Source: an optimization exercise on an open RTL-to-GDS flow (aim: small area). Production flows keep margins and buffers that such runs may drop. No functional check of the RTL was part of any run shown here. Power figures rest on the tool's default switching activity, not on a simulated workload.

**design/flow/run.sh**
```bash
#!/bin/bash
# synth_recipe.tcl (not shown) runs the flow's synth.tcl, then flattens the netlist and writes it again
# the make line also repeats each setting of config.mk as NAME=value (left out here)
make -C /OpenROAD-flow-scripts/flow DESIGN_CONFIG=/design/flow/config.mk WORK_HOME=/design/flow/orfs CLKGATE_MAP_FILE= SYNTH_SCRIPT=/design/flow/synth_recipe.tcl finish
```
**design/flow/config.mk**
```make
export PLATFORM = sky130hd
export DESIGN_NAME = ddr_controller_init_fsm
export DESIGN_NICKNAME = ddr_controller_init_fsm
export VERILOG_FILES = /design/flow/design.v
export SDC_FILE = /design/flow/constraint.sdc
export NUM_CORES = 4
export LEC_CHECK = 0
export CAP_MARGIN = 20
export CORE_MARGIN = 2
export CORE_UTILIZATION = 40
export CTS_BUF_LIST = sky130_fd_sc_hd__clkbuf_4
export CTS_CLUSTER_SIZE = 30
export SLEW_MARGIN = 20
```
**design/flow/constraint.sdc**
```tcl
create_clock -name core_clock -period 10.0 [get_ports {clk}]
set_input_delay 2.0000 -clock core_clock [delete_from_list [all_inputs] [get_ports {clk}]]
set_output_delay 2.0000 -clock core_clock [all_outputs]
set_load 0.01 [all_outputs]
```
**design/flow/design.v**
```verilog
module command_segments (
    input  wire [7:0]  pc,
    input  wire [2:0]  dens,
    output wire [50:0] o
);
    command_rom u_rom (.pc0(pc[0]), .pc1(pc[1]), .pc2(pc[2]), .pc3(pc[3]), .pc4(pc[4]), .pc5(pc[5]), .pc6(pc[6]), .pc7(pc[7]), .dn0(dens[0]), .dn1(dens[1]), .dn2(dens[2]), .m(o[0]), .d(o[1]), .we(o[2]), .sp0(o[3]), .sp1(o[4]), .off0(o[5]), .off1(o[6]), .off2(o[7]), .off3(o[8]), .off4(o[9]), .off5(o[10]), .off6(o[11]), .off7(o[12]), .off8(o[13]), .dat0(o[14]), .dat1(o[15]), .dat2(o[16]), .dat3(o[17]), .dat4(o[18]), .dat5(o[19]), .dat6(o[20]), .dat7(o[21]), .dat8(o[22]), .dat9(o[23]), .dat10(o[24]), .dat11(o[25]), .dat12(o[26]), .dat13(o[27]), .dat14(o[28]), .dat15(o[29]), .dat16(o[30]), .dat17(o[31]), .dat18(o[32]), .dat19(o[33]), .dat20(o[34]), .dat21(o[35]), .dat22(o[36]), .dat23(o[37]), .dat24(o[38]), .dat25(o[39]), .dat26(o[40]), .dat27(o[41]), .dat28(o[42]), .dat29(o[43]), .dat30(o[44]), .dat31(o[45]), .rs0(o[46]), .rmw(o[47]), .eval(o[48]), .fin(o[49]), .l0(o[50]));
endmodule
module command_rom ( 
    pc0, pc1, pc2, pc3, pc4, pc5, pc6, pc7, dn0, dn1, dn2,
    m, d, we, sp0, sp1, off0, off1, off2, off3, off4, off5, off6, off7,
    off8, dat0, dat1, dat2, dat3, dat4, dat5, dat6, dat7, dat8, dat9,
    dat10, dat11, dat12, dat13, dat14, dat15, dat16, dat17, dat18, dat19,
    dat20, dat21, dat22, dat23, dat24, dat25, dat26, dat27, dat28, dat29,
    dat30, dat31, rs0, rmw, eval, fin, l0  );
  input  pc0, pc1, pc2, pc3, pc4, pc5, pc6, pc7, dn0, dn1, dn2;
  output m, d, we, sp0, sp1, off0, off1, off2, off3, off4, off5, off6, off7,
    off8, dat0, dat1, dat2, dat3, dat4, dat5, dat6, dat7, dat8, dat9,
    dat10, dat11, dat12, dat13, dat14, dat15, dat16, dat17, dat18, dat19,
    dat20, dat21, dat22, dat23, dat24, dat25, dat26, dat27, dat28, dat29,
    dat30, dat31, rs0, rmw, eval, fin, l0;
  wire new_n64, new_n65, new_n66, new_n67, new_n68, new_n69, new_n70,
    new_n71, new_n72, new_n73, new_n74, new_n75, new_n76, new_n77, new_n78,
    new_n79, new_n80, new_n81, new_n82, new_n83, new_n84, new_n85, new_n86,
    new_n87, new_n88, new_n89, new_n90, new_n91, new_n92, new_n93, new_n94,
    new_n95, new_n96, new_n97, new_n98, new_n99, new_n100, new_n101,
    new_n103, new_n104, new_n105, new_n106, new_n107, new_n108, new_n109,
    new_n110, new_n111, new_n112, new_n113, new_n114, new_n115, new_n116,
    new_n117, new_n119, new_n120, new_n121, new_n122, new_n123, new_n124,
    new_n126, new_n127, new_n128, new_n129, new_n130, new_n131, new_n132,
    new_n133, new_n134, new_n135, new_n136, new_n137, new_n138, new_n139,
    new_n140, new_n141, new_n142, new_n143, new_n144, new_n145, new_n146,
    new_n147, new_n148, new_n149, new_n150, new_n151, new_n152, new_n153,
    new_n154, new_n156, new_n157, new_n158, new_n159, new_n160, new_n161,
    new_n162, new_n163, new_n164, new_n165, new_n166, new_n167, new_n168,
    new_n169, new_n170, new_n171, new_n172, new_n173, new_n175, new_n176,
    new_n177, new_n178, new_n180, new_n181, new_n182, new_n183, new_n184,
    new_n185, new_n186, new_n187, new_n188, new_n189, new_n190, new_n191,
    new_n192, new_n193, new_n194, new_n195, new_n196, new_n197, new_n198,
    new_n199, new_n200, new_n201, new_n202, new_n203, new_n204, new_n205,
    new_n206, new_n207, new_n208, new_n209, new_n210, new_n211, new_n212,
    new_n213, new_n214, new_n215, new_n216, new_n217, new_n218, new_n219,
    new_n220, new_n221, new_n223, new_n224, new_n225, new_n226, new_n227,
    new_n228, new_n229, new_n230, new_n231, new_n232, new_n233, new_n234,
    new_n235, new_n236, new_n237, new_n238, new_n239, new_n240, new_n241,
    new_n242, new_n243, new_n244, new_n245, new_n246, new_n247, new_n248,
    new_n249, new_n250, new_n251, new_n252, new_n253, new_n254, new_n255,
    new_n256, new_n257, new_n258, new_n259, new_n260, new_n261, new_n262,
    new_n263, new_n264, new_n265, new_n266, new_n267, new_n268, new_n269,
    new_n270, new_n271, new_n272, new_n273, new_n274, new_n275, new_n276,
    new_n278, new_n279, new_n280, new_n281, new_n282, new_n283, new_n284,
    new_n285, new_n286, new_n287, new_n288, new_n289, new_n290, new_n291,
    new_n292, new_n293, new_n294, new_n295, new_n296, new_n297, new_n298,
    new_n299, new_n300, new_n301, new_n303, new_n304, new_n305, new_n306,
    new_n307, new_n308, new_n309, new_n310, new_n311, new_n312, new_n313,
    new_n314, new_n315, new_n316, new_n317, new_n318, new_n319, new_n320,
    new_n321, new_n322, new_n323, new_n324, new_n325, new_n326, new_n327,
    new_n329, new_n330, new_n331, new_n332, new_n333, new_n334, new_n335,
    new_n336, new_n337, new_n338, new_n339, new_n340, new_n341, new_n342,
    new_n343, new_n344, new_n345, new_n346, new_n347, new_n348, new_n349,
    new_n350, new_n351, new_n353, new_n354, new_n355, new_n356, new_n357,
    new_n358, new_n359, new_n360, new_n361, new_n362, new_n363, new_n365,
    new_n366, new_n367, new_n368, new_n369, new_n370, new_n371, new_n372,
    new_n373, new_n374, new_n375, new_n376, new_n377, new_n378, new_n379,
    new_n380, new_n381, new_n382, new_n383, new_n384, new_n385, new_n388,
    new_n389, new_n390, new_n391, new_n392, new_n393, new_n394, new_n395,
    new_n396, new_n397, new_n398, new_n399, new_n400, new_n402, new_n403,
    new_n404, new_n405, new_n406, new_n407, new_n408, new_n409, new_n410,
    new_n412, new_n413, new_n414, new_n415, new_n416, new_n417, new_n418,
    new_n419, new_n420, new_n421, new_n422, new_n423, new_n424, new_n425,
    new_n426, new_n427, new_n428, new_n429, new_n430, new_n431, new_n432,
    new_n433, new_n434, new_n435, new_n436, new_n437, new_n438, new_n439,
    new_n440, new_n441, new_n442, new_n443, new_n444, new_n445, new_n446,
    new_n447, new_n448, new_n449, new_n450, new_n451, new_n452, new_n453,
    new_n454, new_n455, new_n456, new_n457, new_n458, new_n459, new_n460,
    new_n461, new_n462, new_n463, new_n464, new_n465, new_n466, new_n467,
    new_n468, new_n469, new_n470, new_n472, new_n473, new_n474, new_n475,
    new_n476, new_n477, new_n478, new_n479, new_n480, new_n481, new_n482,
    new_n483, new_n484, new_n485, new_n486, new_n487, new_n488, new_n489,
    new_n490, new_n491, new_n492, new_n493, new_n494, new_n495, new_n496,
    new_n497, new_n498, new_n499, new_n500, new_n501, new_n502, new_n503,
    new_n504, new_n505, new_n506, new_n507, new_n508, new_n509, new_n510,
    new_n511, new_n512, new_n513, new_n514, new_n515, new_n516, new_n517,
    new_n518, new_n519, new_n520, new_n521, new_n522, new_n523, new_n524,
    new_n526, new_n527, new_n528, new_n529, new_n530, new_n531, new_n532,
    new_n533, new_n534, new_n535, new_n536, new_n537, new_n538, new_n539,
    new_n540, new_n541, new_n542, new_n543, new_n544, new_n545, new_n546,
    new_n547, new_n548, new_n549, new_n550, new_n551, new_n552, new_n553,
    new_n554, new_n555, new_n556, new_n557, new_n558, new_n559, new_n560,
    new_n561, new_n563, new_n564, new_n565, new_n566, new_n567, new_n568,
    new_n569, new_n570, new_n571, new_n572, new_n573, new_n574, new_n575,
    new_n576, new_n577, new_n578, new_n579, new_n580, new_n581, new_n582,
    new_n583, new_n584, new_n586, new_n587, new_n588, new_n589, new_n590,
    new_n591, new_n592, new_n593, new_n594, new_n595, new_n596, new_n597,
    new_n598, new_n599, new_n600, new_n601, new_n602, new_n604, new_n605,
    new_n606, new_n607, new_n608, new_n610, new_n611, new_n612, new_n613,
    new_n614, new_n615, new_n616, new_n617, new_n618, new_n619, new_n620,
    new_n621, new_n622, new_n623, new_n624, new_n626, new_n627, new_n628,
    new_n629, new_n630, new_n631, new_n632, new_n633, new_n634, new_n635,
    new_n636, new_n637, new_n638, new_n639, new_n641, new_n642, new_n643,
    new_n644, new_n645, new_n646, new_n647, new_n648, new_n649, new_n650,
    new_n652, new_n653, new_n655, new_n656, new_n657, new_n658, new_n659,
    new_n660, new_n661, new_n662, new_n663, new_n664, new_n665, new_n666,
    new_n667, new_n668, new_n669, new_n670, new_n671, new_n672, new_n673,
    new_n675, new_n676, new_n677, new_n678, new_n679, new_n680, new_n681,
    new_n682, new_n683, new_n684, new_n685, new_n686, new_n687, new_n688,
    new_n689, new_n690, new_n692, new_n693, new_n694, new_n695, new_n696,
    new_n698, new_n699, new_n700, new_n701, new_n703, new_n704, new_n705,
    new_n706, new_n707, new_n708, new_n709, new_n712, new_n714, new_n715,
    new_n716, new_n717, new_n718, new_n719, new_n720, new_n721, new_n722,
    new_n723, new_n724, new_n725, new_n726, new_n727, new_n728, new_n729,
    new_n730, new_n731, new_n733, new_n734, new_n735, new_n736, new_n737,
    new_n738, new_n739, new_n740, new_n742, new_n743, new_n745, new_n746,
    new_n747, new_n748, new_n749, new_n751, new_n752, new_n753, new_n754,
    new_n756, new_n757, new_n758, new_n759, new_n760, new_n762, new_n763,
    new_n765, new_n766, new_n767, new_n768, new_n769, new_n770, new_n771,
    new_n772, new_n773, new_n775, new_n776, new_n777, new_n778, new_n779,
    new_n780, new_n782;
  assign new_n64 = pc1 & pc2;
  assign new_n65 = ~pc0 & ~pc3;
  assign new_n66 = ~new_n64 & new_n65;
  assign new_n67 = pc4 & pc6;
  assign new_n68 = pc0 & pc1;
  assign new_n69 = ~new_n67 & ~new_n68;
  assign new_n70 = ~new_n66 & ~new_n69;
  assign new_n71 = ~pc0 & ~pc1;
  assign new_n72 = ~pc1 & ~pc3;
  assign new_n73 = ~new_n71 & ~new_n72;
  assign new_n74 = ~pc1 & pc3;
  assign new_n75 = ~pc2 & new_n74;
  assign new_n76 = pc2 & ~pc3;
  assign new_n77 = ~pc0 & pc1;
  assign new_n78 = new_n76 & ~new_n77;
  assign new_n79 = ~new_n71 & ~new_n78;
  assign new_n80 = ~new_n75 & new_n79;
  assign new_n81 = new_n73 & ~new_n80;
  assign new_n82 = new_n70 & ~new_n81;
  assign new_n83 = ~pc2 & pc3;
  assign new_n84 = ~pc0 & new_n83;
  assign new_n85 = pc5 & pc6;
  assign new_n86 = pc1 & ~pc2;
  assign new_n87 = new_n85 & new_n86;
  assign new_n88 = new_n84 & new_n87;
  assign new_n89 = pc0 & ~pc2;
  assign new_n90 = ~pc5 & ~pc6;
  assign new_n91 = ~pc3 & ~pc4;
  assign new_n92 = new_n90 & new_n91;
  assign new_n93 = ~pc7 & new_n92;
  assign new_n94 = new_n89 & new_n93;
  assign new_n95 = ~new_n88 & ~new_n94;
  assign new_n96 = pc5 & new_n67;
  assign new_n97 = ~pc0 & new_n85;
  assign new_n98 = pc2 & pc3;
  assign new_n99 = new_n97 & new_n98;
  assign new_n100 = ~new_n96 & ~new_n99;
  assign new_n101 = new_n95 & new_n100;
  assign d = ~new_n82 & ~new_n101;
  assign new_n103 = ~dn0 & ~dn1;
  assign new_n104 = ~dn2 & new_n103;
  assign new_n105 = ~pc5 & new_n104;
  assign new_n106 = ~new_n68 & new_n98;
  assign new_n107 = ~pc1 & ~new_n104;
  assign new_n108 = new_n106 & ~new_n107;
  assign new_n109 = ~new_n105 & new_n108;
  assign new_n110 = ~d & ~new_n109;
  assign new_n111 = ~new_n85 & ~new_n90;
  assign new_n112 = pc4 & ~new_n111;
  assign new_n113 = pc0 & ~pc4;
  assign new_n114 = ~pc5 & new_n113;
  assign new_n115 = ~new_n97 & ~new_n114;
  assign new_n116 = ~new_n112 & new_n115;
  assign new_n117 = ~pc7 & ~new_n116;
  assign m = new_n110 | ~new_n117;
  assign new_n119 = ~pc1 & pc2;
  assign new_n120 = ~new_n86 & ~new_n119;
  assign new_n121 = pc3 & ~new_n120;
  assign new_n122 = new_n96 & new_n121;
  assign new_n123 = new_n89 & new_n92;
  assign new_n124 = pc1 & new_n123;
  assign we = ~new_n122 & ~new_n124;
  assign new_n126 = pc1 & pc3;
  assign new_n127 = ~pc1 & new_n76;
  assign new_n128 = pc4 & ~new_n86;
  assign new_n129 = ~new_n127 & new_n128;
  assign new_n130 = ~new_n126 & ~new_n129;
  assign new_n131 = pc2 & pc4;
  assign new_n132 = new_n126 & new_n131;
  assign new_n133 = new_n85 & ~new_n132;
  assign new_n134 = ~new_n130 & new_n133;
  assign new_n135 = ~pc0 & ~pc4;
  assign new_n136 = new_n90 & new_n135;
  assign new_n137 = ~new_n85 & ~new_n136;
  assign new_n138 = new_n72 & ~new_n137;
  assign new_n139 = pc4 & pc5;
  assign new_n140 = ~pc6 & new_n139;
  assign new_n141 = new_n68 & new_n140;
  assign new_n142 = ~new_n138 & ~new_n141;
  assign new_n143 = pc2 & ~new_n142;
  assign new_n144 = pc5 & new_n86;
  assign new_n145 = ~pc3 & pc6;
  assign new_n146 = ~new_n144 & ~new_n145;
  assign new_n147 = ~pc0 & pc4;
  assign new_n148 = ~new_n85 & new_n147;
  assign new_n149 = ~new_n146 & new_n148;
  assign new_n150 = ~new_n123 & ~new_n149;
  assign new_n151 = ~pc4 & pc6;
  assign new_n152 = ~pc5 & new_n151;
  assign new_n153 = ~pc2 & ~pc3;
  assign new_n154 = new_n152 & new_n153;
  assign dat13 = new_n71 & new_n154;
  assign new_n156 = pc6 & new_n71;
  assign new_n157 = pc3 & pc5;
  assign new_n158 = new_n120 & new_n157;
  assign new_n159 = ~new_n156 & new_n158;
  assign new_n160 = ~dat13 & ~new_n159;
  assign new_n161 = new_n150 & new_n160;
  assign new_n162 = ~new_n143 & new_n161;
  assign new_n163 = pc3 & new_n64;
  assign new_n164 = ~new_n91 & ~new_n163;
  assign new_n165 = ~pc0 & pc7;
  assign new_n166 = ~new_n164 & new_n165;
  assign new_n167 = ~new_n67 & new_n68;
  assign new_n168 = pc4 & ~pc5;
  assign new_n169 = new_n98 & new_n168;
  assign new_n170 = new_n167 & new_n169;
  assign new_n171 = new_n90 & ~new_n170;
  assign new_n172 = ~new_n166 & new_n171;
  assign new_n173 = new_n162 & new_n172;
  assign sp0 = new_n134 | new_n173;
  assign new_n175 = pc2 & ~new_n71;
  assign new_n176 = ~pc4 & new_n85;
  assign new_n177 = new_n126 & new_n176;
  assign new_n178 = ~new_n93 & ~new_n177;
  assign sp1 = ~new_n175 & ~new_n178;
  assign new_n180 = ~pc2 & pc5;
  assign new_n181 = ~pc3 & pc4;
  assign new_n182 = pc5 & new_n72;
  assign new_n183 = ~new_n181 & ~new_n182;
  assign new_n184 = ~new_n180 & ~new_n183;
  assign new_n185 = ~new_n75 & ~new_n184;
  assign new_n186 = ~pc6 & ~new_n185;
  assign new_n187 = pc4 & new_n86;
  assign new_n188 = ~pc5 & new_n76;
  assign new_n189 = ~new_n87 & ~new_n188;
  assign new_n190 = ~pc2 & ~pc6;
  assign new_n191 = ~pc5 & new_n190;
  assign new_n192 = new_n189 & ~new_n191;
  assign new_n193 = new_n187 & new_n192;
  assign new_n194 = ~pc4 & ~pc6;
  assign new_n195 = new_n163 & new_n194;
  assign new_n196 = ~pc5 & new_n195;
  assign new_n197 = pc3 & new_n176;
  assign new_n198 = ~new_n87 & ~new_n197;
  assign new_n199 = ~new_n196 & new_n198;
  assign new_n200 = we & new_n199;
  assign new_n201 = ~new_n193 & new_n200;
  assign new_n202 = ~new_n186 & new_n201;
  assign new_n203 = ~pc0 & ~new_n202;
  assign new_n204 = ~pc1 & pc6;
  assign new_n205 = pc4 & new_n204;
  assign new_n206 = pc0 & ~new_n205;
  assign new_n207 = pc5 & ~pc6;
  assign new_n208 = ~new_n76 & new_n207;
  assign new_n209 = ~new_n119 & ~new_n188;
  assign new_n210 = ~new_n208 & new_n209;
  assign new_n211 = new_n206 & ~new_n210;
  assign new_n212 = new_n202 & new_n211;
  assign new_n213 = ~new_n76 & new_n205;
  assign new_n214 = new_n127 & new_n151;
  assign new_n215 = pc2 & ~pc6;
  assign new_n216 = pc3 & ~new_n215;
  assign new_n217 = new_n68 & new_n216;
  assign new_n218 = ~new_n214 & ~new_n217;
  assign new_n219 = ~new_n213 & new_n218;
  assign new_n220 = ~pc5 & ~new_n219;
  assign new_n221 = ~new_n212 & ~new_n220;
  assign off0 = new_n203 | ~new_n221;
  assign new_n223 = ~pc0 & new_n152;
  assign new_n224 = ~pc2 & ~new_n223;
  assign new_n225 = ~new_n134 & new_n224;
  assign new_n226 = ~new_n77 & new_n176;
  assign new_n227 = pc1 & ~pc6;
  assign new_n228 = ~new_n168 & new_n227;
  assign new_n229 = new_n68 & ~new_n90;
  assign new_n230 = new_n228 & ~new_n229;
  assign new_n231 = pc2 & ~new_n230;
  assign new_n232 = ~new_n226 & new_n231;
  assign new_n233 = ~pc3 & ~new_n232;
  assign new_n234 = ~new_n225 & new_n233;
  assign new_n235 = pc2 & ~pc5;
  assign new_n236 = pc0 & ~pc1;
  assign new_n237 = ~new_n235 & ~new_n236;
  assign new_n238 = ~pc1 & ~pc5;
  assign new_n239 = ~new_n151 & ~new_n238;
  assign new_n240 = new_n216 & new_n239;
  assign new_n241 = ~new_n237 & new_n240;
  assign new_n242 = ~pc5 & pc6;
  assign new_n243 = new_n76 & new_n242;
  assign new_n244 = new_n147 & new_n243;
  assign new_n245 = ~pc4 & new_n207;
  assign new_n246 = new_n163 & new_n245;
  assign new_n247 = ~new_n244 & ~new_n246;
  assign new_n248 = pc0 & new_n168;
  assign new_n249 = pc6 & new_n86;
  assign new_n250 = new_n248 & new_n249;
  assign new_n251 = new_n247 & ~new_n250;
  assign new_n252 = ~new_n241 & new_n251;
  assign new_n253 = ~new_n234 & new_n252;
  assign new_n254 = new_n68 & new_n90;
  assign new_n255 = ~new_n91 & new_n254;
  assign new_n256 = ~new_n83 & ~new_n255;
  assign new_n257 = ~pc4 & new_n156;
  assign new_n258 = ~pc4 & pc5;
  assign new_n259 = new_n228 & ~new_n258;
  assign new_n260 = pc3 & ~new_n259;
  assign new_n261 = ~new_n257 & new_n260;
  assign new_n262 = ~new_n256 & ~new_n261;
  assign new_n263 = ~new_n140 & ~new_n242;
  assign new_n264 = new_n76 & ~new_n263;
  assign new_n265 = ~new_n169 & ~new_n264;
  assign new_n266 = new_n236 & ~new_n265;
  assign new_n267 = pc0 & ~pc3;
  assign new_n268 = new_n204 & new_n267;
  assign new_n269 = new_n258 & new_n268;
  assign new_n270 = pc4 & ~pc6;
  assign new_n271 = new_n238 & new_n270;
  assign new_n272 = ~new_n87 & ~new_n271;
  assign new_n273 = ~pc0 & ~new_n272;
  assign new_n274 = ~new_n269 & ~new_n273;
  assign new_n275 = ~new_n266 & new_n274;
  assign new_n276 = ~new_n262 & new_n275;
  assign off1 = ~new_n253 | ~new_n276;
  assign new_n278 = new_n68 & new_n145;
  assign new_n279 = new_n253 & new_n278;
  assign new_n280 = pc1 & new_n242;
  assign new_n281 = pc3 & pc4;
  assign new_n282 = ~new_n91 & ~new_n281;
  assign new_n283 = new_n280 & ~new_n282;
  assign new_n284 = ~new_n245 & ~new_n283;
  assign new_n285 = ~new_n86 & ~new_n284;
  assign new_n286 = ~pc1 & pc4;
  assign new_n287 = pc3 & new_n119;
  assign new_n288 = ~new_n111 & new_n287;
  assign new_n289 = pc3 & new_n89;
  assign new_n290 = new_n90 & new_n236;
  assign new_n291 = ~new_n289 & ~new_n290;
  assign new_n292 = ~new_n288 & new_n291;
  assign new_n293 = ~pc5 & new_n74;
  assign new_n294 = new_n292 & new_n293;
  assign new_n295 = new_n83 & new_n90;
  assign new_n296 = ~new_n294 & ~new_n295;
  assign new_n297 = ~new_n286 & ~new_n296;
  assign new_n298 = ~new_n285 & ~new_n297;
  assign new_n299 = pc4 & ~new_n292;
  assign new_n300 = new_n162 & ~new_n299;
  assign new_n301 = new_n298 & new_n300;
  assign off2 = new_n279 | ~new_n301;
  assign new_n303 = ~new_n80 & new_n85;
  assign new_n304 = ~pc7 & ~new_n154;
  assign new_n305 = ~new_n71 & ~new_n304;
  assign new_n306 = new_n139 & new_n153;
  assign new_n307 = ~new_n70 & new_n306;
  assign new_n308 = ~new_n305 & ~new_n307;
  assign new_n309 = ~new_n303 & new_n308;
  assign new_n310 = pc2 & ~new_n65;
  assign new_n311 = ~new_n67 & ~new_n194;
  assign new_n312 = ~new_n310 & ~new_n311;
  assign new_n313 = pc4 & new_n289;
  assign new_n314 = ~new_n312 & ~new_n313;
  assign new_n315 = pc1 & pc5;
  assign new_n316 = ~new_n314 & new_n315;
  assign new_n317 = ~pc0 & pc3;
  assign new_n318 = new_n67 & ~new_n317;
  assign new_n319 = ~pc2 & new_n318;
  assign new_n320 = ~new_n120 & new_n168;
  assign new_n321 = ~new_n319 & new_n320;
  assign new_n322 = new_n238 & new_n318;
  assign new_n323 = new_n127 & new_n258;
  assign new_n324 = ~new_n288 & ~new_n323;
  assign new_n325 = ~new_n322 & new_n324;
  assign new_n326 = ~new_n321 & new_n325;
  assign new_n327 = ~new_n316 & new_n326;
  assign off3 = ~new_n309 | ~new_n327;
  assign new_n329 = new_n72 & new_n85;
  assign new_n330 = off1 & new_n329;
  assign new_n331 = ~new_n74 & ~new_n89;
  assign new_n332 = ~new_n134 & new_n331;
  assign new_n333 = new_n67 & ~new_n332;
  assign new_n334 = new_n157 & new_n194;
  assign new_n335 = new_n68 & new_n245;
  assign new_n336 = ~new_n334 & ~new_n335;
  assign new_n337 = ~new_n333 & new_n336;
  assign new_n338 = new_n153 & ~new_n272;
  assign new_n339 = new_n337 & new_n338;
  assign new_n340 = ~new_n153 & ~new_n337;
  assign new_n341 = new_n204 & new_n248;
  assign new_n342 = ~pc1 & pc7;
  assign new_n343 = ~new_n195 & ~new_n342;
  assign new_n344 = ~new_n341 & new_n343;
  assign new_n345 = ~pc6 & new_n168;
  assign new_n346 = ~new_n152 & ~new_n345;
  assign new_n347 = new_n121 & ~new_n346;
  assign new_n348 = ~new_n307 & ~new_n347;
  assign new_n349 = new_n344 & new_n348;
  assign new_n350 = ~new_n340 & new_n349;
  assign new_n351 = ~new_n339 & new_n350;
  assign off4 = new_n330 | ~new_n351;
  assign new_n353 = ~pc1 & new_n301;
  assign new_n354 = pc1 & new_n65;
  assign new_n355 = ~pc5 & new_n354;
  assign new_n356 = new_n67 & ~new_n250;
  assign new_n357 = ~new_n355 & new_n356;
  assign new_n358 = ~new_n353 & new_n357;
  assign new_n359 = new_n130 & new_n345;
  assign new_n360 = new_n98 & new_n207;
  assign new_n361 = ~new_n154 & ~new_n360;
  assign new_n362 = ~new_n359 & new_n361;
  assign new_n363 = new_n309 & new_n362;
  assign off5 = new_n358 | ~new_n363;
  assign new_n365 = ~pc5 & new_n163;
  assign new_n366 = pc1 & ~pc3;
  assign new_n367 = ~new_n190 & new_n366;
  assign new_n368 = ~new_n281 & ~new_n367;
  assign new_n369 = pc2 & ~new_n270;
  assign new_n370 = ~new_n280 & ~new_n369;
  assign new_n371 = ~new_n368 & new_n370;
  assign new_n372 = ~new_n365 & new_n371;
  assign new_n373 = new_n116 & new_n268;
  assign new_n374 = new_n85 & new_n119;
  assign new_n375 = ~new_n342 & ~new_n374;
  assign new_n376 = ~new_n154 & new_n375;
  assign new_n377 = ~new_n98 & new_n139;
  assign new_n378 = ~pc2 & ~new_n68;
  assign new_n379 = new_n377 & ~new_n378;
  assign new_n380 = ~pc4 & new_n98;
  assign new_n381 = pc6 & new_n77;
  assign new_n382 = new_n380 & new_n381;
  assign new_n383 = ~new_n379 & ~new_n382;
  assign new_n384 = new_n376 & new_n383;
  assign new_n385 = ~new_n373 & new_n384;
  assign off6 = new_n372 | ~new_n385;
  assign fin = pc1 & pc7;
  assign new_n388 = pc3 & ~new_n135;
  assign new_n389 = ~new_n248 & ~new_n388;
  assign new_n390 = new_n64 & ~new_n389;
  assign new_n391 = ~pc1 & ~new_n98;
  assign new_n392 = ~pc4 & ~pc5;
  assign new_n393 = ~new_n157 & ~new_n392;
  assign new_n394 = new_n391 & new_n393;
  assign new_n395 = new_n113 & new_n144;
  assign new_n396 = ~new_n147 & new_n153;
  assign new_n397 = pc6 & ~new_n396;
  assign new_n398 = ~new_n395 & new_n397;
  assign new_n399 = ~new_n394 & new_n398;
  assign new_n400 = ~new_n390 & new_n399;
  assign off7 = fin | new_n400;
  assign new_n402 = ~new_n156 & ~new_n167;
  assign new_n403 = new_n98 & ~new_n402;
  assign new_n404 = new_n392 & ~new_n403;
  assign new_n405 = ~pc0 & ~pc2;
  assign new_n406 = new_n121 & ~new_n405;
  assign new_n407 = pc6 & ~new_n377;
  assign new_n408 = ~new_n406 & new_n407;
  assign new_n409 = ~new_n134 & new_n408;
  assign new_n410 = ~new_n404 & new_n409;
  assign off8 = pc7 | new_n410;
  assign new_n412 = ~new_n104 & new_n317;
  assign new_n413 = new_n140 & new_n153;
  assign new_n414 = ~new_n104 & new_n413;
  assign new_n415 = ~new_n295 & ~new_n414;
  assign new_n416 = pc1 & ~new_n145;
  assign new_n417 = ~new_n189 & new_n416;
  assign new_n418 = new_n415 & ~new_n417;
  assign new_n419 = pc0 & ~new_n418;
  assign new_n420 = pc2 & new_n67;
  assign new_n421 = new_n238 & new_n420;
  assign new_n422 = new_n204 & new_n392;
  assign new_n423 = ~pc2 & new_n422;
  assign new_n424 = ~new_n421 & ~new_n423;
  assign new_n425 = pc0 & ~new_n104;
  assign new_n426 = ~new_n77 & ~new_n425;
  assign new_n427 = pc2 & ~new_n267;
  assign new_n428 = new_n245 & new_n427;
  assign new_n429 = ~new_n426 & new_n428;
  assign new_n430 = new_n424 & ~new_n429;
  assign new_n431 = ~new_n419 & new_n430;
  assign new_n432 = ~new_n412 & ~new_n431;
  assign new_n433 = ~new_n168 & new_n229;
  assign new_n434 = ~new_n90 & ~new_n238;
  assign new_n435 = ~new_n68 & ~new_n113;
  assign new_n436 = ~new_n434 & new_n435;
  assign new_n437 = ~new_n433 & ~new_n436;
  assign new_n438 = new_n98 & ~new_n437;
  assign new_n439 = dn0 & dn1;
  assign new_n440 = ~new_n103 & ~new_n439;
  assign new_n441 = pc0 & new_n440;
  assign new_n442 = new_n103 & new_n119;
  assign new_n443 = ~new_n86 & new_n91;
  assign new_n444 = ~new_n236 & new_n242;
  assign new_n445 = new_n443 & new_n444;
  assign new_n446 = ~new_n442 & new_n445;
  assign new_n447 = ~new_n441 & new_n446;
  assign new_n448 = new_n78 & new_n140;
  assign new_n449 = new_n75 & new_n270;
  assign new_n450 = ~new_n448 & ~new_n449;
  assign new_n451 = new_n104 & ~new_n450;
  assign new_n452 = ~new_n447 & ~new_n451;
  assign new_n453 = ~new_n438 & new_n452;
  assign new_n454 = new_n153 & new_n227;
  assign new_n455 = ~new_n74 & ~new_n454;
  assign new_n456 = pc4 & ~new_n455;
  assign new_n457 = ~new_n420 & ~new_n456;
  assign new_n458 = new_n354 & ~new_n457;
  assign new_n459 = ~pc0 & new_n270;
  assign new_n460 = new_n74 & ~new_n104;
  assign new_n461 = new_n459 & new_n460;
  assign new_n462 = new_n98 & new_n139;
  assign new_n463 = new_n190 & new_n392;
  assign new_n464 = ~new_n462 & ~new_n463;
  assign new_n465 = pc1 & ~new_n464;
  assign new_n466 = ~pc7 & ~new_n250;
  assign new_n467 = ~new_n465 & new_n466;
  assign new_n468 = ~new_n461 & new_n467;
  assign new_n469 = ~new_n458 & new_n468;
  assign new_n470 = new_n453 & new_n469;
  assign dat0 = new_n432 | ~new_n470;
  assign new_n472 = new_n76 & new_n77;
  assign new_n473 = new_n68 & new_n157;
  assign new_n474 = ~new_n287 & ~new_n473;
  assign new_n475 = ~new_n472 & new_n474;
  assign new_n476 = new_n194 & ~new_n425;
  assign new_n477 = ~new_n475 & new_n476;
  assign new_n478 = new_n413 & ~new_n426;
  assign new_n479 = new_n87 & new_n289;
  assign new_n480 = pc1 & ~new_n147;
  assign new_n481 = ~pc5 & new_n83;
  assign new_n482 = ~new_n270 & new_n481;
  assign new_n483 = ~new_n480 & new_n482;
  assign new_n484 = ~new_n479 & ~new_n483;
  assign new_n485 = ~new_n478 & new_n484;
  assign new_n486 = ~new_n477 & new_n485;
  assign new_n487 = new_n152 & new_n403;
  assign new_n488 = pc1 & new_n487;
  assign new_n489 = ~new_n104 & ~new_n236;
  assign new_n490 = ~new_n120 & new_n489;
  assign new_n491 = ~new_n317 & ~new_n490;
  assign new_n492 = new_n140 & ~new_n491;
  assign new_n493 = pc0 & new_n163;
  assign new_n494 = new_n207 & new_n493;
  assign new_n495 = pc1 & new_n99;
  assign new_n496 = ~new_n421 & ~new_n495;
  assign new_n497 = ~new_n494 & new_n496;
  assign new_n498 = ~new_n492 & new_n497;
  assign new_n499 = ~new_n488 & new_n498;
  assign new_n500 = new_n486 & new_n499;
  assign new_n501 = ~new_n67 & ~new_n181;
  assign new_n502 = ~new_n275 & ~new_n501;
  assign new_n503 = ~pc1 & ~dn2;
  assign new_n504 = ~pc0 & new_n76;
  assign new_n505 = ~new_n503 & new_n504;
  assign new_n506 = ~new_n76 & ~new_n83;
  assign new_n507 = new_n71 & ~new_n506;
  assign new_n508 = ~new_n505 & new_n507;
  assign new_n509 = ~pc1 & ~new_n508;
  assign new_n510 = new_n243 & ~new_n509;
  assign new_n511 = new_n188 & new_n433;
  assign new_n512 = ~dn2 & ~new_n440;
  assign new_n513 = new_n511 & new_n512;
  assign new_n514 = new_n510 & ~new_n513;
  assign new_n515 = new_n181 & new_n242;
  assign new_n516 = new_n68 & new_n515;
  assign new_n517 = ~new_n514 & ~new_n516;
  assign new_n518 = pc2 & new_n194;
  assign new_n519 = ~new_n456 & ~new_n518;
  assign new_n520 = ~pc5 & ~new_n519;
  assign new_n521 = new_n424 & ~new_n520;
  assign new_n522 = pc0 & ~new_n521;
  assign new_n523 = new_n517 & ~new_n522;
  assign new_n524 = ~new_n502 & new_n523;
  assign dat1 = ~new_n500 | ~new_n524;
  assign new_n526 = new_n168 & ~new_n484;
  assign new_n527 = new_n71 & new_n360;
  assign new_n528 = ~pc4 & new_n104;
  assign new_n529 = new_n527 & new_n528;
  assign new_n530 = ~new_n526 & ~new_n529;
  assign new_n531 = new_n187 & ~new_n415;
  assign new_n532 = new_n83 & new_n335;
  assign new_n533 = ~new_n104 & new_n532;
  assign new_n534 = ~pc4 & ~new_n533;
  assign new_n535 = new_n111 & new_n366;
  assign new_n536 = ~new_n293 & ~new_n329;
  assign new_n537 = ~new_n535 & new_n536;
  assign new_n538 = ~pc0 & ~new_n537;
  assign new_n539 = ~new_n104 & new_n527;
  assign new_n540 = pc5 & new_n289;
  assign new_n541 = ~new_n539 & ~new_n540;
  assign new_n542 = ~new_n538 & new_n541;
  assign new_n543 = ~new_n534 & ~new_n542;
  assign new_n544 = ~new_n531 & ~new_n543;
  assign new_n545 = new_n530 & new_n544;
  assign new_n546 = ~pc4 & new_n510;
  assign new_n547 = new_n77 & new_n334;
  assign new_n548 = ~new_n451 & ~new_n547;
  assign new_n549 = pc2 & ~new_n548;
  assign new_n550 = ~new_n546 & ~new_n549;
  assign new_n551 = ~new_n83 & ~new_n131;
  assign new_n552 = new_n204 & ~new_n551;
  assign new_n553 = ~new_n472 & ~new_n552;
  assign new_n554 = ~pc5 & ~new_n553;
  assign new_n555 = ~new_n207 & new_n403;
  assign new_n556 = ~new_n144 & new_n181;
  assign new_n557 = new_n206 & new_n556;
  assign new_n558 = ~new_n555 & ~new_n557;
  assign new_n559 = ~new_n554 & new_n558;
  assign new_n560 = ~new_n414 & ~new_n559;
  assign new_n561 = new_n550 & ~new_n560;
  assign dat2 = ~new_n545 | ~new_n561;
  assign new_n563 = ~new_n421 & ~new_n488;
  assign new_n564 = new_n90 & new_n106;
  assign new_n565 = new_n68 & new_n190;
  assign new_n566 = ~new_n564 & ~new_n565;
  assign new_n567 = pc5 & ~new_n91;
  assign new_n568 = new_n104 & new_n567;
  assign new_n569 = ~new_n392 & ~new_n568;
  assign new_n570 = ~new_n566 & ~new_n569;
  assign new_n571 = new_n242 & new_n505;
  assign new_n572 = ~new_n76 & ~new_n238;
  assign new_n573 = new_n459 & ~new_n572;
  assign new_n574 = ~new_n516 & ~new_n573;
  assign new_n575 = ~new_n539 & new_n574;
  assign new_n576 = ~new_n571 & new_n575;
  assign new_n577 = ~new_n570 & new_n576;
  assign new_n578 = new_n204 & ~new_n489;
  assign new_n579 = ~new_n147 & ~new_n578;
  assign new_n580 = ~new_n454 & ~new_n481;
  assign new_n581 = ~new_n579 & ~new_n580;
  assign new_n582 = new_n95 & ~new_n529;
  assign new_n583 = ~new_n581 & new_n582;
  assign new_n584 = new_n577 & new_n583;
  assign dat3 = ~new_n563 | ~new_n584;
  assign new_n586 = ~pc2 & new_n71;
  assign new_n587 = ~pc3 & new_n245;
  assign new_n588 = new_n586 & new_n587;
  assign new_n589 = new_n73 & new_n180;
  assign new_n590 = ~new_n68 & ~new_n71;
  assign new_n591 = ~pc3 & ~new_n235;
  assign new_n592 = ~new_n590 & new_n591;
  assign new_n593 = ~new_n589 & ~new_n592;
  assign new_n594 = new_n67 & ~new_n593;
  assign new_n595 = ~new_n487 & ~new_n594;
  assign new_n596 = ~pc3 & new_n180;
  assign new_n597 = pc0 & ~new_n596;
  assign new_n598 = ~new_n595 & new_n597;
  assign new_n599 = ~new_n588 & ~new_n598;
  assign new_n600 = ~new_n228 & ~new_n422;
  assign new_n601 = ~pc0 & ~new_n414;
  assign new_n602 = ~new_n600 & ~new_n601;
  assign dat30 = new_n71 & new_n462;
  assign new_n604 = new_n104 & dat30;
  assign new_n605 = new_n154 & new_n236;
  assign new_n606 = new_n207 & ~new_n286;
  assign new_n607 = new_n504 & new_n606;
  assign new_n608 = ~new_n605 & ~new_n607;
  assign dat22 = new_n604 | ~new_n608;
  assign new_n610 = ~new_n602 & ~dat22;
  assign new_n611 = pc2 & ~new_n600;
  assign new_n612 = ~new_n267 & ~new_n611;
  assign new_n613 = ~new_n610 & new_n612;
  assign new_n614 = ~dn2 & new_n442;
  assign new_n615 = ~new_n74 & ~new_n380;
  assign new_n616 = ~new_n614 & new_n615;
  assign new_n617 = ~pc0 & new_n90;
  assign new_n618 = ~new_n616 & new_n617;
  assign new_n619 = new_n496 & ~new_n618;
  assign new_n620 = new_n147 & ~new_n192;
  assign new_n621 = ~pc4 & new_n539;
  assign new_n622 = ~new_n620 & ~new_n621;
  assign new_n623 = new_n619 & new_n622;
  assign new_n624 = ~new_n613 & new_n623;
  assign dat4 = ~new_n599 | ~new_n624;
  assign new_n626 = ~new_n99 & ~new_n594;
  assign new_n627 = new_n246 & new_n425;
  assign new_n628 = ~new_n588 & ~new_n627;
  assign new_n629 = ~new_n621 & new_n628;
  assign new_n630 = new_n626 & new_n629;
  assign new_n631 = new_n76 & ~new_n104;
  assign new_n632 = ~new_n84 & ~new_n631;
  assign new_n633 = ~pc1 & ~new_n632;
  assign new_n634 = new_n136 & new_n633;
  assign new_n635 = new_n454 & new_n568;
  assign new_n636 = ~pc0 & new_n635;
  assign new_n637 = ~new_n94 & ~new_n636;
  assign new_n638 = ~new_n634 & new_n637;
  assign new_n639 = new_n630 & new_n638;
  assign dat5 = ~new_n563 | ~new_n639;
  assign new_n641 = pc1 & new_n307;
  assign new_n642 = ~d & new_n641;
  assign new_n643 = ~pc1 & d;
  assign new_n644 = ~pc5 & new_n65;
  assign new_n645 = ~new_n74 & ~new_n644;
  assign new_n646 = new_n420 & ~new_n645;
  assign new_n647 = new_n628 & ~new_n646;
  assign new_n648 = new_n582 & new_n647;
  assign new_n649 = ~new_n598 & new_n648;
  assign new_n650 = ~new_n643 & new_n649;
  assign dat6 = new_n642 | ~new_n650;
  assign new_n652 = ~new_n247 & new_n426;
  assign new_n653 = new_n95 & ~new_n652;
  assign dat7 = ~new_n599 | ~new_n653;
  assign new_n655 = new_n120 & ~new_n631;
  assign new_n656 = new_n267 & ~new_n655;
  assign new_n657 = ~new_n75 & ~new_n656;
  assign new_n658 = new_n140 & ~new_n657;
  assign new_n659 = pc1 & ~new_n414;
  assign new_n660 = new_n658 & new_n659;
  assign new_n661 = ~new_n163 & ~new_n633;
  assign new_n662 = new_n140 & ~new_n661;
  assign new_n663 = new_n93 & new_n236;
  assign new_n664 = ~new_n447 & ~new_n663;
  assign new_n665 = ~dn2 & ~new_n439;
  assign new_n666 = new_n84 & new_n152;
  assign new_n667 = ~pc1 & new_n666;
  assign new_n668 = new_n665 & new_n667;
  assign new_n669 = new_n77 & new_n414;
  assign new_n670 = ~new_n668 & ~new_n669;
  assign new_n671 = new_n664 & new_n670;
  assign new_n672 = ~new_n598 & new_n671;
  assign new_n673 = ~new_n662 & new_n672;
  assign dat8 = new_n660 | ~new_n673;
  assign new_n675 = new_n77 & ~new_n569;
  assign new_n676 = ~new_n298 & new_n675;
  assign new_n677 = ~new_n131 & ~new_n517;
  assign new_n678 = ~new_n107 & ~new_n236;
  assign new_n679 = ~new_n425 & ~new_n678;
  assign new_n680 = new_n76 & new_n679;
  assign new_n681 = ~new_n84 & ~new_n493;
  assign new_n682 = ~new_n680 & new_n681;
  assign new_n683 = new_n140 & ~new_n682;
  assign new_n684 = ~pc3 & new_n141;
  assign new_n685 = ~new_n104 & new_n684;
  assign new_n686 = ~new_n666 & ~new_n685;
  assign new_n687 = ~new_n488 & new_n686;
  assign new_n688 = new_n637 & new_n687;
  assign new_n689 = ~new_n683 & new_n688;
  assign new_n690 = ~new_n677 & new_n689;
  assign dat9 = new_n676 | ~new_n690;
  assign new_n692 = ~new_n121 & new_n140;
  assign new_n693 = ~new_n120 & new_n590;
  assign new_n694 = new_n692 & new_n693;
  assign new_n695 = ~new_n635 & ~new_n666;
  assign new_n696 = ~new_n694 & new_n695;
  assign dat10 = ~new_n550 | ~new_n696;
  assign new_n698 = ~pc2 & ~new_n665;
  assign new_n699 = new_n223 & ~new_n698;
  assign new_n700 = ~new_n684 & ~new_n699;
  assign new_n701 = new_n331 & ~new_n505;
  assign dat11 = ~new_n700 & ~new_n701;
  assign new_n703 = ~dat13 & ~new_n487;
  assign new_n704 = pc2 & new_n516;
  assign new_n705 = new_n515 & ~new_n704;
  assign new_n706 = new_n140 & new_n472;
  assign new_n707 = ~new_n170 & ~new_n706;
  assign new_n708 = new_n104 & ~new_n707;
  assign new_n709 = ~new_n705 & ~new_n708;
  assign dat12 = ~new_n703 | ~new_n709;
  assign dat14 = dat13 | new_n706;
  assign new_n712 = new_n77 & new_n462;
  assign dat15 = dat13 | new_n712;
  assign new_n714 = ~dn1 & new_n76;
  assign new_n715 = pc0 & ~dn2;
  assign new_n716 = new_n714 & new_n715;
  assign new_n717 = ~dn0 & new_n716;
  assign new_n718 = ~new_n508 & ~new_n717;
  assign new_n719 = ~new_n181 & ~new_n263;
  assign new_n720 = ~new_n569 & new_n719;
  assign new_n721 = ~new_n718 & new_n720;
  assign new_n722 = ~new_n539 & ~new_n721;
  assign new_n723 = new_n245 & new_n367;
  assign new_n724 = ~new_n72 & ~new_n163;
  assign new_n725 = new_n140 & ~new_n724;
  assign new_n726 = ~new_n723 & ~new_n725;
  assign new_n727 = ~new_n601 & ~new_n726;
  assign new_n728 = new_n532 & ~new_n665;
  assign new_n729 = new_n439 & new_n511;
  assign new_n730 = ~new_n728 & ~new_n729;
  assign new_n731 = ~new_n727 & new_n730;
  assign dat16 = ~new_n722 | ~new_n731;
  assign new_n733 = ~pc4 & ~new_n722;
  assign new_n734 = new_n440 & new_n532;
  assign new_n735 = ~new_n511 & ~new_n734;
  assign new_n736 = ~new_n733 & new_n735;
  assign new_n737 = ~new_n533 & new_n736;
  assign new_n738 = ~new_n513 & ~new_n737;
  assign new_n739 = ~new_n538 & new_n692;
  assign new_n740 = ~new_n419 & new_n739;
  assign dat17 = new_n738 | new_n740;
  assign new_n742 = new_n89 & ~new_n726;
  assign new_n743 = ~new_n170 & ~new_n742;
  assign dat18 = ~new_n736 | ~new_n743;
  assign new_n745 = ~new_n527 & ~new_n667;
  assign new_n746 = new_n141 & new_n153;
  assign new_n747 = new_n422 & new_n714;
  assign new_n748 = ~new_n425 & new_n747;
  assign new_n749 = ~new_n746 & ~new_n748;
  assign dat19 = ~new_n745 | ~new_n749;
  assign new_n751 = ~new_n440 & new_n532;
  assign new_n752 = new_n508 & new_n747;
  assign new_n753 = ~new_n539 & ~new_n706;
  assign new_n754 = ~new_n752 & new_n753;
  assign dat20 = new_n751 | ~new_n754;
  assign new_n756 = new_n462 & new_n679;
  assign new_n757 = new_n335 & ~new_n506;
  assign new_n758 = ~new_n698 & new_n757;
  assign new_n759 = ~new_n704 & ~new_n758;
  assign new_n760 = ~new_n756 & new_n759;
  assign dat21 = ~new_n530 | ~new_n760;
  assign new_n762 = new_n462 & new_n590;
  assign new_n763 = new_n113 & new_n454;
  assign dat23 = new_n762 | new_n763;
  assign new_n765 = new_n152 & new_n716;
  assign new_n766 = new_n67 & new_n406;
  assign new_n767 = ~new_n765 & ~new_n766;
  assign new_n768 = dn0 & new_n64;
  assign new_n769 = ~new_n767 & ~new_n768;
  assign new_n770 = new_n586 & new_n720;
  assign new_n771 = ~new_n170 & ~new_n729;
  assign new_n772 = ~new_n770 & new_n771;
  assign new_n773 = ~new_n769 & new_n772;
  assign dat24 = new_n660 | ~new_n773;
  assign new_n775 = ~new_n665 & new_n768;
  assign new_n776 = ~dat13 & ~new_n666;
  assign new_n777 = ~new_n511 & new_n776;
  assign new_n778 = new_n767 & new_n777;
  assign new_n779 = ~new_n775 & ~new_n778;
  assign new_n780 = ~new_n658 & ~new_n712;
  assign dat25 = new_n779 | ~new_n780;
  assign new_n782 = ~new_n631 & new_n684;
  assign dat26 = ~new_n778 | new_n782;
  assign dat27 = new_n667 | new_n769;
  assign dat31 = new_n154 & new_n590;
  assign rs0 = ~pc6 | new_n405;
  assign rmw = new_n127 & new_n136;
  assign eval = new_n97 & new_n132;
  assign l0 = ~new_n332 & new_n504;
  assign dat28 = 1'b0;
  assign dat29 = 1'b0;
endmodule
module phy_training_engine (
    input  wire        clk,
    input  wire        ld_s0,
    input  wire        ld_w,
    input  wire [31:0] rdata,
    output reg  [31:0] s0,
    output wire        pred
);
    reg [4:0]  win;
    wire [32:0] b;
    wire [31:0] d;
    assign b[0] = 1'b0;
    genvar i;
    generate
        for (i = 0; i < 32; i = i + 1) begin : g_b
            assign d[i]   = rdata[i] ^ s0[i] ^ b[i];
            assign b[i+1] = (~rdata[i] & s0[i]) | (~(rdata[i] ^ s0[i]) & b[i]);
        end
    endgenerate
    wire hz = ~|d[31:3] & ~b[32];
    wire ho = &d[31:3] & b[32];
    wire in_pos = hz && (d[2:0] <= 3'd4);
    wire in_neg = ho && d[2];
    wire signed [3:0] off = {ho, d[2:0]};
    wire [4:0] ok;
    genvar k;
    generate
        for (k = 0; k < 5; k = k + 1) begin : g_w
            assign ok[k] = (in_pos | in_neg) && (off >= k - 4) && (off <= k);
        end
    endgenerate
    always @(posedge clk) begin
        if (ld_s0) begin
            s0  <= rdata;
            win <= 5'b11111;
        end else if (ld_w) begin
            win <= win & ok;
        end
    end
    assign pred = !s0[7] && (|win);
endmodule
module ddr_controller_init_fsm (
    input  wire        clk,
    input  wire        rst,
    input  wire        start,
    input  wire [2:0]  density,
    output wire        busy,
    output wire        done,
    output wire        converged,
    output wire        err,
    output wire [3:0]  err_code,
    output wire [6:0]  attempts,
    output wire [31:0] status,
    output wire        m_req,
    output wire        m_we,
    output wire [31:0] m_addr,
    output wire [31:0] m_wdata,
    input  wire [31:0] m_rdata,
    input  wire        m_ack,
    output wire        d_req,
    output wire [31:0] d_ns,
    input  wire        d_done
);
    localparam [7:0] PC_L0 = 8'd118, PC_P0 = 8'd127;
    reg        busy_r, done_r, err_r, conv_r;
    reg  [2:0] dens;
    reg  [6:0] attempt;
    reg  [7:0] pc;
    wire [50:0] o;
    command_segments u_seg (.pc(pc), .dens(dens), .o(o));
    wire        c_m   = o[0];
    wire        c_d   = o[1];
    wire        c_we  = o[2];
    wire [1:0]  c_sp  = o[4:3];
    wire [8:0]  c_off = o[13:5];
    wire [31:0] c_data = o[45:14];
    wire        c_rs0 = o[46];
    wire        c_rmw = o[47];
    wire        c_eval = o[48];
    wire        c_fin = o[49];
    wire        c_l0  = o[50];
    wire        xfer_m = m_req & m_ack;
    wire        xfer   = xfer_m | (d_req & d_done) | (busy_r & ~c_m & ~c_d);
    wire        pred;
    wire [31:0] s0;
    phy_training_engine u_trn (
        .clk(clk),
        .ld_s0(xfer_m & c_rs0),
        .ld_w (xfer_m & ~c_rs0),
        .rdata(m_rdata),
        .s0(s0),
        .pred(pred)
    );
    wire [7:0] pc_inc;
    wire [6:0] att_inc;
    genvar gi;
    generate
        for (gi = 0; gi < 8; gi = gi + 1) begin : g_pci
            if (gi == 0) begin : g0
                assign pc_inc[gi] = ~pc[gi];
            end else begin : gn
                assign pc_inc[gi] = pc[gi] ^ (&pc[gi-1:0]);
            end
        end
        for (gi = 0; gi < 7; gi = gi + 1) begin : g_ati
            if (gi == 0) begin : g0
                assign att_inc[gi] = ~attempt[gi];
            end else begin : gn
                assign att_inc[gi] = attempt[gi] ^ (&attempt[gi-1:0]);
            end
        end
    endgenerate
    wire eval_exit = pred | (attempt == 7'd100);
    always @(posedge clk) begin
        if (rst) begin
            busy_r  <= 1'b0;
            done_r  <= 1'b0;
            err_r   <= 1'b0;
            conv_r  <= 1'b0;
            dens    <= 3'd0;
            attempt <= 7'd0;
        end else if (!busy_r) begin
            if (start && !done_r && !err_r) begin
                dens <= density;
                pc   <= 8'd0;
                if (density > 3'd4) err_r  <= 1'b1;
                else                busy_r <= 1'b1;
            end
        end else if (xfer) begin
            if (c_l0) attempt <= att_inc;
            if (c_eval) begin
                conv_r <= pred;
                pc     <= eval_exit ? PC_P0 : PC_L0;
            end else if (c_fin) begin
                busy_r <= 1'b0;
                done_r <= 1'b1;
            end else begin
                pc <= pc_inc;
            end
        end
    end
    assign m_req   = busy_r & c_m;
    assign d_req   = busy_r & c_d;
    assign m_we    = c_we;
    assign m_addr  = {6'b010000, c_sp, 13'd0, c_off, 2'b00};
    assign m_wdata = c_data | ({s0[31:6], 2'b00, s0[3:0]} & {32{c_rmw}});
    assign d_ns    = c_data;
    assign busy      = busy_r;
    assign done      = done_r;
    assign converged = conv_r;
    assign err       = err_r;
    assign err_code  = {3'b000, err_r};
    assign attempts  = attempt;
    assign status    = {8'd0, 3'b000, err_r, 1'b0, dens, done_r, 1'b0, done_r, 1'b0,
                        1'b0, attempt, err_r, conv_r, done_r, busy_r};
endmodule
```
==> summary.txt, run 1 <==
status finished with violations; Failed Checks setup timing; global-route wire length before repair 44300 um; Die Wd roughly 140 um; post-DP HPWL roughly 22000 um; CTS Buffer Depth 2; initial antenna violation count 2; CP Launch Type input port; slowest CP cell fa_1; # IOs between 150 and 200; asr flop ratio synth 0%; DRC errors left 0; vias in the first global route just over 7000; final setup vio count 5; Critical Path Fanout Max 3; critical path data arrival time 14.14 ns; Critical Path RT about 10 ns; starting density of the core approximately 40%; EDFF count, synth 40; post-synthesis register bit count around 60; sequential fraction of the synthesis area 21.3%; Rel. slew slack 45.1%; CP max stage delay between 0.4 and 0.5 ns; routed vias around 7600; Slew Viols, Final 0; Setup crit start m_rdata[0]; Worst-Margin Slew 0.821 ns; Synth cell types slightly above 90; Leak Pwr 0.00359 uW; total gr overflow 0; die area 19700 um^2; Clock Sinks 59; latest clock arrival within the worst-skew pair 0.45 ns; Peak VDD IR 70.3 uV; syn_area_per_cell around 8.1 um^2; WL final slightly below 30000 um; NumNets Final ~1100; clk_skew ~0.021 ns; Fmax achieved roughly 0.073 GHz; cell chosen for the clock root clkbuf_4; IO Port Bufs approximately 140; Mapped Cells just over 900; WHS roughly 0.47 ns; CTS tree built; Tot Pwr about 900 uW; pre-CTS WS -4.76 ns; DR pass1 iterations 6; clock-pin slew on the worst setup and hold paths around 0.10 ns; Num CTS Buffers 9; Core Box Area between 15000 and 20000 um^2; gr usage total 29.6%; PD cells 101 nW/um^2; Final ANT Viol Nets 0; Area growth, synth to finish 17.0%; H-tree levels 3; die height around 140 um; Hold Startpoint u_trn.win[3]; DR vias/cell between 6 and 7; number of placed cells counting well taps about 1200; CTS Hold Buffers Added 0; fin cells between 1000 and 1500; Main synth FF type edfxtp_1; CP Capture Type flop; total of warnings raised by yosys 2; post-route setup slack -3.77 ns; WL per Instance 24.4 um; # fillers roughly 1800; fin crit period 13.77 ns; most frequent CP cell fa_2; most common cell after layout, fill and taps aside clkdlybuf4s50_1; R2R Path Start u_trn.s0[0]; Post-Syn Area between 7000 and 8000 um^2; Iter 0 DRT Violations approximately 1200; Rows just under 50; GPL Wtd Cong between 1 and 1.5; largest net degree at the start of global routing 48; final hold vios 0; commonest non-fill, non-tap cells in the layout clkdlybuf4s50_1, nand2_1, nor2_1, inv_1, a21oi_1; Hold Crit Class reg -> reg; maxcap violations 0; Post-Route Utilization between 40% and 50%; layout cell share with drive strength beyond 1 a little over a tenth; Final Cycle Share 138%; CP Class in -> reg; unrepaired setup endpoints after global routing true
layout make-up:
class                           count  area, um^2  area share [%]
Antenna cell                        1        2.50          0.0288
Clock buffer                        9        67.6           0.777
Clock inverter                      7        82.6           0.949
Inverter                           59         239            2.75
Multi-Input combinational cell    682        4790            55.0
Sequential cell                    59        1580            18.2
Tap cell                          229         287            3.29
Timing Repair Buffer              171        1650            19.0
worst max-delay path, delay by kind of cell:
kind / cells / cell delay (ns)
adder cells (fa/ha/maj): 32 / 10.92
AND/OR/NAND/NOR: 3 / 0.60
AO/OA/AOI/OAI: 3 / 0.37
buffers and inverters: 4 / 0.24
metrics by stage:
| stage | TNS (ns) | area [um^2] |
|---|---|---|
| 2_1_floorplan | -17.89 | 7700 |
| 3_3_place_gp | -22.63 | 8510 |
| 3_5_place_dp | -23.32 | 8510 |
| 4_1_cts | -18.03 | 8670 |
| 5_1_grt | -19.90 | 8700 |
| 6_report | -18.44 | 8700 |
metal layers:
layer	vias up	global-route usage, %	part of all wire [%]
met3	114	8.72	13
met5	-	0	0.037
li1	3294	-	-
met4	2	12.9	4.4
met2	643	43.5	43
met1	3524	40.3	41
worst paths after layout:
check | to | slack [ns] | cells past startpoint
setup / recovery | u_trn.win[2] | -3.77 | 42
hold / removal | u_trn.win[3] | 0.47 | 2
setup reg to reg | u_trn.win[2] | -2.50 | 40
hold reg to reg | u_trn.win[3] | 0.47 | 2
flip-flops by register name (all words and copies together) (netlist names):
signal,flops
err_r,1
conv_r,1
pc,8
dens,3
attempt,7
u_trn.win,5
done_r,1
busy_r,1
u_trn.s0,32
where the power goes:
group | total [uW] | leakage, uW | switching [uW] | internal [uW]
Clock | 195 | 0.0000845 | 96.5 | 98.4
Sequential | 288 | 0.000523 | 11.3 | 277
Combinational | 392 | 0.00298 | 234 | 158
repair_timing:
action	in CTS	in global routing
resized for setup	11	3
buffers inserted	1	0
cloned	0	0
setup endpoints to repair	5	5
pin swaps	5	2
synth_stat cells, types with 4 or more instances:
cell	count	area share [%]
buf_2	14	0.94
o21ai_1	7	0.47
and2_1	11	0.93
inv_1	54	2.7
fa_1	31	8.3
nor3_1	16	1.1
dfxtp_1	19	5.1
ha_1	32	5.4
a21oi_1	45	3.0
nor4_1	11	0.93
nand2_1	84	4.2
a31o_2	4	0.47
and3b_1	4	0.47
o211ai_1	7	0.71
clkbuf_8	5	0.93
mux2i_1	8	1.1
buf_6	7	1.1
and3_1	12	1.0
nand2b_1	16	1.3
clkbuf_1	28	1.4
o22ai_1	5	0.42
nor2_1	62	3.1
nand3_1	33	2.2
a211oi_1	7	0.71
o21ai_0	44	3.0
nand4_1	25	2.1
a32oi_1	5	0.59
o221ai_1	5	0.59
a2111oi_0	5	0.59
o2111ai_1	7	0.82
o21a_1	9	0.91
a21o_1	33	3.3
edfxtp_1	40	16
a31oi_1	16	1.3
buf_4	104	11
nor2b_1	16	1.3
xnor2_1	5	0.59
kinds of logic after synthesis:
family          count (synthesis)  synth area share (%)
simple gates                  322                  22.5
xor+xnor                        7                 0.825
compound gates                241                  22.4
mux                             8                  1.08
other cells                     2                 0.101
buf+inv                       220                  18.0
fa+ha+maj                      63                  13.7
flops                          59                  21.3
==> run 2: changes to the inputs <==
--- a/design/flow/config.mk
+++ b/design/flow/config.mk
@@ -10,4 +10,2 @@
 export CORE_UTILIZATION = 40
-export CTS_BUF_LIST = sky130_fd_sc_hd__clkbuf_4
-export CTS_CLUSTER_SIZE = 30
 export SLEW_MARGIN = 20
==> run 2 against run 1 <==
Still fails the layout checks on setup timing. Clock skew is 0.013 ns lower. Register-to-register slack better by 0.03 ns. Combinational power hardly changed. Area after synthesis stayed put. Power is 15% higher.
==> summary.txt, run 2 <==
starting density of the core 41.1% (unchanged); pre-CTS WS -4.76 ns (unchanged); PD cells 114 nW/um^2 (+13%); Fmax achieved 0.0721 GHz (-0.74%); clk_skew 0.00755 ns (-0.0130 ns); Area growth, synth to finish 19.1%; crit-path leading delay family adder cells; Hold Crit Class reg -> reg; most frequent CP cell fa_2; Tot Pwr 1010 uW (+15%); CTS Hold Buffers Added 0 (unchanged); final setup vio count 5 (unchanged); total gr overflow 0 (unchanged); clock-pin slew on the worst setup and hold paths 0.05 ns (-0.05 ns); fin cells 1216 (-0.082%); Post-synth top cells buf_4, nand2_1, nor2_1, inv_1, a21oi_1; post-synth top area cell edfxtp_1; CP Class in -> reg; Worst-Margin Slew 0.813 ns (-0.00818 ns); initial antenna violation count 0 (-2); Critical Path RT 10.24 ns (-0.14 ns); die height 140 um (unchanged); latest clock arrival within the worst-skew pair 0.34 ns (-0.11 ns); commonest non-fill, non-tap cells in the layout clkdlybuf4s50_1, nand2_1, nor2_1, inv_1, a21oi_1; final hold vios 0 (unchanged); CTS Buffer Depth 2 (unchanged); Post-Syn Area 7430 um^2 (unchanged); Slew Viols, Final 0 (unchanged); Synth area leaders edfxtp_1, buf_4, fa_1; cell chosen for the clock root clkbuf_16; CTS tree built; # IOs 186 (unchanged); post-route setup slack -3.87 ns (-0.103 ns); Rel. slew slack 45.6% (+0.55 points); EDFF count, synth 40 (unchanged); WL per Instance 24.3 um (-0.14%); sequential fraction of the synthesis area 21.3% (unchanged); DRC errors left 0 (unchanged); Leak Pwr 0.00366 uW (+1.9%); Final Cycle Share 139% (+1.0 points); Largest Register u_trn.s0; vias in the first global route 7220 (+0.31%); n_diodes 0 (-1); CP Launch Type input port; Core Box Area 18100 um^2 (unchanged); Failed Checks setup timing; DR pass1 iterations 7 (+1); layout cell share with drive strength beyond 1 10.9% (unchanged); total of warnings raised by yosys 2 (unchanged); CP bufs+invs 4 (unchanged); Num CTS Buffers 9 (unchanged); switching power total 359 uW (+5.2%); Main synth FF type edfxtp_1; Clock Sinks 59 (unchanged); clock power share 32.6% (+10 points); H-tree levels 3 (unchanged); NumNets Final 1085 (unchanged); most common cell in the netlist buf_4; largest net degree at the start of global routing 48 (unchanged); Logic pwr share 38.8% (-6.0 points); post-DP HPWL 21600 um (unchanged); CP Capture Type flop; global-route wire length before repair 44200 um (-0.23%); Critical Path Fanout Max 3 (unchanged); max reg flops 32 (unchanged); unrepaired setup endpoints after global routing true; Mapped Cells 922 (unchanged); DR vias/cell 6.16 (-1.1%); die area 19700 um^2 (unchanged); Peak VDD IR 98.3 uV (+40%); Synth cell types 92 (unchanged); asr flop ratio synth 0% (unchanged); Rows 49 (unchanged); fin crit period 13.87 ns (+0.103 ns); CP max stage delay 0.41 ns (about the same); gr usage total 29.6% (about the same); Die Wd 140 um (unchanged); GPL Wtd Cong 1.04 (unchanged); post-synthesis register bit count 59 (unchanged); syn_area_per_cell 8.06 um^2 (unchanged); Post-Route Utilization 49.0% (+0.86 points); status finished with violations; maxcap violations 0 (unchanged); number of placed cells counting well taps 1199 (unchanged); register share of total power 28.6% (-4.3 points); Final ANT Viol Nets 0 (unchanged); top flop regs u_trn.s0 x32, pc x8, attempt x7; routed vias 7491 (-1.1%); most common cell after layout, fill and taps aside clkdlybuf4s50_1; Sw Share 35.6% (-3.5 points); Iter 0 DRT Violations 1158 (-2.3%); WL final 29600 um (-0.23%); share of the synthesized area in the top cell type 16.2% (unchanged); Cell Int Power 650 uW (+22%); slowest CP cell fa_1; IO Port Bufs 144 (unchanged); critical path data arrival time 14.11 ns (-0.03 ns)
run 2: repair_timing:
item / CTS / global route
gates resized for setup: 11 / 3
buffers inserted: 1 / 0
pin swaps: 5 / 2
endpoints found under the setup margin: 5 / 5
run 2: worst register-to-register path, delay by kind of cell (launching register included):
family / cells / cell delay (ns)
adder cells (fa/ha/maj): 32 / 10.99
flip-flops: 1 / 0.38
buffers and inverters: 2 / 0.09
AND/OR/NAND/NOR: 4 / 0.66
AO/OA/AOI/OAI: 2 / 0.24
run 2: worst paths after layout:
| check | startpoint | end | slack, ns | cells past startpoint |
|---|---|---|---|---|
| worst max register to register | u_trn.s0[0] | u_trn.win[0] | -2.47 | 40 |
| worst max-delay path | m_rdata[0] | u_trn.win[0] | -3.87 | 42 |
| worst min register to register | u_trn.win[0] | u_trn.win[0] | 0.46 | 1 |
| worst min-delay path | u_trn.win[0] | u_trn.win[0] | 0.46 | 1 |
run 2: logic make-up after synthesis:
group	count (synthesis)	synth area share, %
AO/OA/AOI/OAI	241	22.4
XOR/XNOR	7	0.825
multiplexers	8	1.08
other	2	0.101
flip-flops	59	21.3
AND/OR/NAND/NOR	322	22.5
buffers and inverters	220	18.0
adder cells (fa/ha/maj)	63	13.7
run 2: power by group through the flow:
stage / clock, uW / combinational (uW) / sequential, uW
detailed placement: 0 / 376 / 293
global route: 346 / 413 / 291
finish: 330 / 391 / 289
CTS: 335 / 379 / 289
floorplan: 0 / 254 / 292
global placement: 0 / 379 / 293
run 2: metrics by stage:
| stage | area, um^2 | hold slack (ns) | TNS [ns] |
|---|---|---|---|
| finish | 8860 | 0.457 | -18.97 |
| global route | 8860 | 0.476 | -20.61 |
| CTS | 8830 | 0.457 | -18.70 |
| detailed placement | 8510 | 0.441 | -23.32 |
| global placement | 8510 | 0.445 | -22.63 |
| floorplan | 7700 | 0.428 | -17.89 |
run 2: metal layers:
layer | vias to the layer above | GRT usage (%) | wire, um
li1 | 3289 | - | -
met1 | 3479 | 39.7 | 11700
met2 | 617 | 44.0 | 12600
met3 | 106 | 9.26 | 3880
met4 | 0 | 12.5 | 1440
met5 | - | 0 | 0
run 2: area by class of cell:
class                           count  area, um^2
Fill cell                        1795        9230
Multi-Input combinational cell    682        4790
Tap cell                          229         287
Sequential cell                    59        1580
Timing Repair Buffer              171        1650
Clock buffer                        9         225
Inverter                           59         239
Clock inverter                      7        82.6

-- re-timing with driven ports --
The flow's constraints put no driver on any port. The routed layouts listed below were extracted and timed again, unchanged, in two steps. Step 1 assumes that a clkbuf_16 drives the clock port and a buf_2 every other input. Step 2 also shifts input and output timing later by t, the mid clock arrival at the registers, as if the neighbouring blocks saw the same clock. Three values: ideal, step 1, step 2; two values: the first two.
run	t, ns	setup slack, ns	hold slack, ns	pins driven straight from the clock port
run 1	0.479	-3.768 / -3.783 / -4.262	0.471 / 0.471 / 0.471	1
run 2	0.386	-3.870 / -3.879 / -4.265	0.457 / 0.457 / 0.457	1
The setup slack of run 1, which loses most, moves by -0.015 ns with the drivers and by -0.494 ns with both steps.
